Background: an optimization exercise with open tools, aiming at small area, a short achievable clock period and few clock cycles per item. Do not read the settings as production practice.
The RTL was checked by simulation tests, not by an equivalence proof against the original design.

[design/flow/constraint.sdc]
create_clock -name core_clock -period 30.0 [get_ports {clk}]
set_input_delay 6.0000 -clock core_clock [delete_from_list [all_inputs] [get_ports {clk}]]
set_output_delay 6.0000 -clock core_clock [all_outputs]
set_load 0.01 [all_outputs]
[design/flow/config.mk]
export PLATFORM = sky130hd
export DESIGN_NAME = b85_codec
export DESIGN_NICKNAME = b85_codec
export VERILOG_FILES = /design/flow/design.v
export SDC_FILE = /design/flow/constraint.sdc
export NUM_CORES = 4
export LEC_CHECK = 0
export CAP_MARGIN = 20
export CORE_MARGIN = 2
export CORE_UTILIZATION = 40
export SLEW_MARGIN = 20
[design/flow/design.v]
module b85_codec (
    input  wire        clk,
    input  wire        rst,         
    input  wire        in_valid,
    output wire        in_ready,
    input  wire        in_mode,     
    input  wire [39:0] in_data,
    output wire        out_valid,
    input  wire        out_ready,
    output wire [39:0] out_data,
    output wire [1:0]  out_err
);
    localparam [1:0] S_IDLE = 2'd0,
                     S_BUSY = 2'd1,
                     S_DONE = 2'd2;
    reg [1:0]  state;
    reg [2:0]  step;        
    reg        mode;
    reg [39:0] operand;     
    reg [32:0] acc;         
    reg        bad_sym;     
    reg [39:0] result;
    reg [1:0]  err;
    assign in_ready  = (state == S_IDLE);
    assign out_valid = (state == S_DONE);
    assign out_data  = result;
    assign out_err   = err;
    wire [31:0] quot  = operand[31:0];
    wire [31:0] q_div = quot / 32'd85;
    wire [6:0]  q_mod = quot % 32'd85;
    function [7:0] e85;
        input [6:0] v;
        begin
            if ({1'b0, v} + 8'd35 >= 8'd92) e85 = {1'b0, v} + 8'd36;
            else                            e85 = {1'b0, v} + 8'd35;
        end
    endfunction
    wire [7:0] sym = operand[39:32];
    wire sym_ok = (sym >= 8'd35) && (sym <= 8'd120) && (sym != 8'd92);
    function [6:0] d85;
        input [7:0] c;
        begin
            if (c > 8'd92) d85 = c - 8'd36;
            else           d85 = c - 8'd35;
        end
    endfunction
    wire [32:0] acc_next = acc * 33'd85 + {26'd0, d85(sym)};
    always @(posedge clk) begin
        if (rst) begin
            state   <= S_IDLE;
            step    <= 3'd0;
            mode    <= 1'b0;
            operand <= 40'd0;
            acc     <= 33'd0;
            bad_sym <= 1'b0;
            result  <= 40'd0;
            err     <= 2'd0;
        end else begin
            case (state)
                S_IDLE: begin
                    if (in_valid) begin
                        mode    <= in_mode;
                        operand <= in_data;
                        acc     <= 33'd0;
                        bad_sym <= 1'b0;
                        step    <= 3'd0;
                        state   <= S_BUSY;
                    end
                end
                S_BUSY: begin
                    if (!mode) begin
                        result        <= {e85(q_mod), result[39:8]};
                        operand[31:0] <= q_div;
                        err           <= 2'd0;
                    end else begin
                        acc     <= acc_next;
                        bad_sym <= bad_sym | !sym_ok;
                        operand <= {operand[31:0], 8'd0};
                        if (step == 3'd4) begin
                            if (bad_sym || !sym_ok) begin
                                result <= 40'd0;
                                err    <= 2'd1;
                            end else if (acc_next[32]) begin
                                result <= 40'd0;
                                err    <= 2'd2;
                            end else begin
                                result <= {8'd0, acc_next[31:0]};
                                err    <= 2'd0;
                            end
                        end
                    end
                    step <= step + 3'd1;
                    if (step == 3'd4) begin
                        state <= S_DONE;
                    end
                end
                S_DONE: begin
                    if (out_ready) begin
                        state <= S_IDLE;
                    end
                end
                default: state <= S_IDLE;
            endcase
        end
    end
endmodule
[design/flow/run.sh]
#!/bin/bash
# synth_recipe.tcl (not shown) runs the flow's synth.tcl, then flattens the netlist and writes it again
# the make line also repeats each setting of config.mk as NAME=value (left out here)
make -C /OpenROAD-flow-scripts/flow DESIGN_CONFIG=/design/flow/config.mk WORK_HOME=/design/flow/orfs CLKGATE_MAP_FILE= SYNTH_SCRIPT=/design/flow/synth_recipe.tcl finish
==> impl_results.md <==
* Vias per Instance at 6.120
* Crit Path Class: flip-flop to flip-flop
* First-pass GRT wire length at 93.85 mm
* DRT Wirelength at 57.65 mm
* Netlist Area Pre-Place at 19,530 um^2
* Netlist cell types at 147
* Remaining Overflow, GRT at 0
* CP max FO at 21
* Endpoint class of the critical path: flip-flop
* Largest stage delay on the critical path at 0.77 ns
* Area growth, synth to finish at 8.826%
* Dpl hpwl at 43.63 mm
* Starting Density at 40.74%
* Clock Path Buffers at 2
* # clock sinks at 122
* Maximum level of the CTS H-tree at 4
* Startpoint Class: flip-flop
* DRT Pass-1 Iters at 5
* Status: no timing/DRC/antenna violations
* Cell count after synthesis at 2,606
* CTS buffer count at 17
* Die area at 50,620 um^2
* Final hold violations at 0
* Yosys reg bits at 122
* Max_cap viols at 0
* Root buf cell: clkbuf_16
* CTS tree: done
* Fin Hold WS at 0.4895 ns
* Unrepaired setup endpoints after global routing: false
* # DRC at 0
* Dominant synthesized flop cell: dfxtp_1
* Wire per inst at 18.07 um
* Worst-Skew Late Latency at 0.44 ns
* Final #Nets at 2,771
* Layout Skew at 0.01277 ns
* Std cell rows at 80
* Max Freq at 0.03594 GHz
* Drt first-iter violations at 1,664
* Final Setup Violations at 0
* Antenna cells at 0
* Sequential cell area fraction in the yosys report at 12.50%
* CP max-delay cell: a311oi_2
* Tmin final at 27.82 ns
* Post-route ant nets at 0
* Slew HR at 28.17%
* RePlAce Congestion at 0.9229
* Final Core Density at 44.34%
* Largest net degree at the start of global routing at 73
* Async SR Flop Fraction at 0%
* Number of synthesized flops with an enable pin at 0
* Period utilization at 92.75%
* Share of cells above drive strength 1 at 9.006%
* Die W at 225.0 um
* Aggregate global-route resource usage at 22.31%
* Post-Syn Area per Cell at 7.496 um^2
* Chip height at 225.0 um
* Core ar. at 47,950 um^2
* Pins over their slew limit at 0
* Syn_nets at 2,814
* CTS hold repair buffers at 0
* Least-Margin Pin Slew at 1.075 ns
* Initial antenna violation count at 0
* Number of global-route vias before repair at 18,301
* Yosys warnings at 1
* Port buffer count at 88
* CP Data Required Time at 30.35 ns
* Tightest Hold Check Type: flip-flop to flip-flop
* CP arrival at 28.17 ns
* IO Pins at 89
* Final setup TNS at 0 ns
* Routed via count at 19,529
* Clk slew on worst S/H paths at 0.06 ns
[flip-flops by register name (all words and copies together), names as in the netlist]
register / count
result: 40
operand: 40
acc: 33
state: 2
err: 2
mode: 1
step: 3
bad_sym: 1
[cells by family after synthesis]
kind of cell	after synthesis	share of synthesized area, %
compound gates	882	34.43
simple gates	830	20.69
buf+inv	391	8.160
fa+ha+maj	174	13.25
xor+xnor	137	6.943
flops	122	12.50
mux	70	4.029
[cells in the mapped netlist (20+ instances only)]
library cell	n	area, um^2
nor2_1	261	979.7
inv_1	222	833.3
nand2_1	195	732.0
a21oi_1	183	915.9
dfxtp_1	122	2442
o21ai_0	118	590.6
clkbuf_1	109	409.1
ha_1	105	1314
nor3_1	93	465.5
xnor2_1	90	788.3
nand3_1	63	315.3
fa_1	58	1161
a22oi_1	46	345.3
a221oi_1	44	385.4
mux2i_1	41	410.4
a211oi_1	35	262.8
o211ai_1	30	225.2
xor2_1	30	262.8
o21ai_1	29	145.1
and2_1	28	175.2
and3_1	28	175.2
a21o_1	26	195.2
buf_2	26	130.1
a311oi_1	21	183.9
a31oi_1	21	131.4
o22ai_1	21	131.4
nand4_1	20	125.1
[layout make-up]
type / instances / area, um^2
clock inverter: 14 / 209.0
inverter: 228 / 855.8
tap: 615 / 769.5
multi-input combinational: 2093 / 15570
timing repair buffer: 101 / 975.9
sequential: 122 / 2442
clock buffer: 18 / 439.2
fill: 4811 / 26690
[final timing paths]
path / slack, ns / cells past startpoint / endpoint / startpoint
hold reg to reg: 0.49 / 2 / step[1] / step[1]
setup / recovery: 2.18 / 88 / result[33] / operand[29]
setup reg to reg: 2.18 / 88 / result[33] / operand[29]
hold / removal: 0.49 / 2 / step[1] / step[1]
[layer usage]
layer	up-vias	routed length [um]	global-route usage (%)
li1	9536	-	-
met1	9386	25960	28.96
met2	518	27500	38.45
met3	89	2484	2.334
met4	0	1713	7.627
met5	-	0	0
[through the flow]
step / setup WS (ns) / cells / area, um^2
6_report: 2.176 / 3191 / 21260
5_1_grt: 0.03601 / 3191 / 21260
4_1_cts: 1.999 / 3191 / 21230
3_5_place_dp: 2.113 / 3159 / 20590
3_3_place_gp: 3.295 / 3159 / 20590
2_1_floorplan: 7.617 / 2606 / 19540
[worst max-delay path, delay by kind of cell, from the launching register on]
family | cells | cell delay [ns]
AOI/OAI and AO/OA | 51 | 14.94
buffers and inverters | 3 | 0.40
muxes | 8 | 3.64
adders and majority gates | 4 | 1.20
xor gates and xnor gates | 4 | 0.89
DFF | 1 | 0.74
and+or+nand+nor | 18 | 5.84
[what timing repair did]
item	CTS	global route
buffers inserted	0	0
resized for setup	0	1
endpoints found under the setup margin	0	6
[cell usage in the layout, fill, tap and decap left out, drive strengths merged, types with 26 or more instances in the layout]
| cell | count |
|---|---|
| a211oi | 43 |
| a21o | 28 |
| a21oi | 191 |
| a221oi | 52 |
| a22oi | 48 |
| and2 | 31 |
| and3 | 28 |
| clkdlybuf4s50 | 87 |
| dfxtp | 122 |
| fa | 58 |
| ha | 105 |
| inv | 232 |
| mux2i | 46 |
| nand2 | 197 |
| nand3 | 63 |
| nor2 | 272 |
| nor3 | 98 |
| o211ai | 34 |
| o21ai | 154 |
| o22ai | 26 |
| xnor2 | 104 |
| xor2 | 32 |
Testbench counts, summed over its fixed seeds: cycles 22,400, items 3,200.

separate check: timing with driven ports:
The results above use ideal ports. As a check the final layout listed here was re-extracted and re-timed, cells and wires unchanged.
Step 1 assumes that a clkbuf_16 drives the clock port and a buf_2 every other input.
Step 2 moves the port delays by t, midway between the first and last clock arrival at a register: inputs arrive t later, outputs are due t later. That takes back most of the time a late clock gives input paths.
a / b / c = no drivers / after step 1 / after step 2; a / b = the first two.
shift t [ns]: 0.482
setup WS [ns]: 2.176 / 2.176 / 2.176
slew at the worst register clock pin (ns): 0.07 / 0.07
After both steps this run still meets setup and hold. For this run, drivers alone change the setup slack by 0.000 ns; drivers and shift together by 0.000 ns.
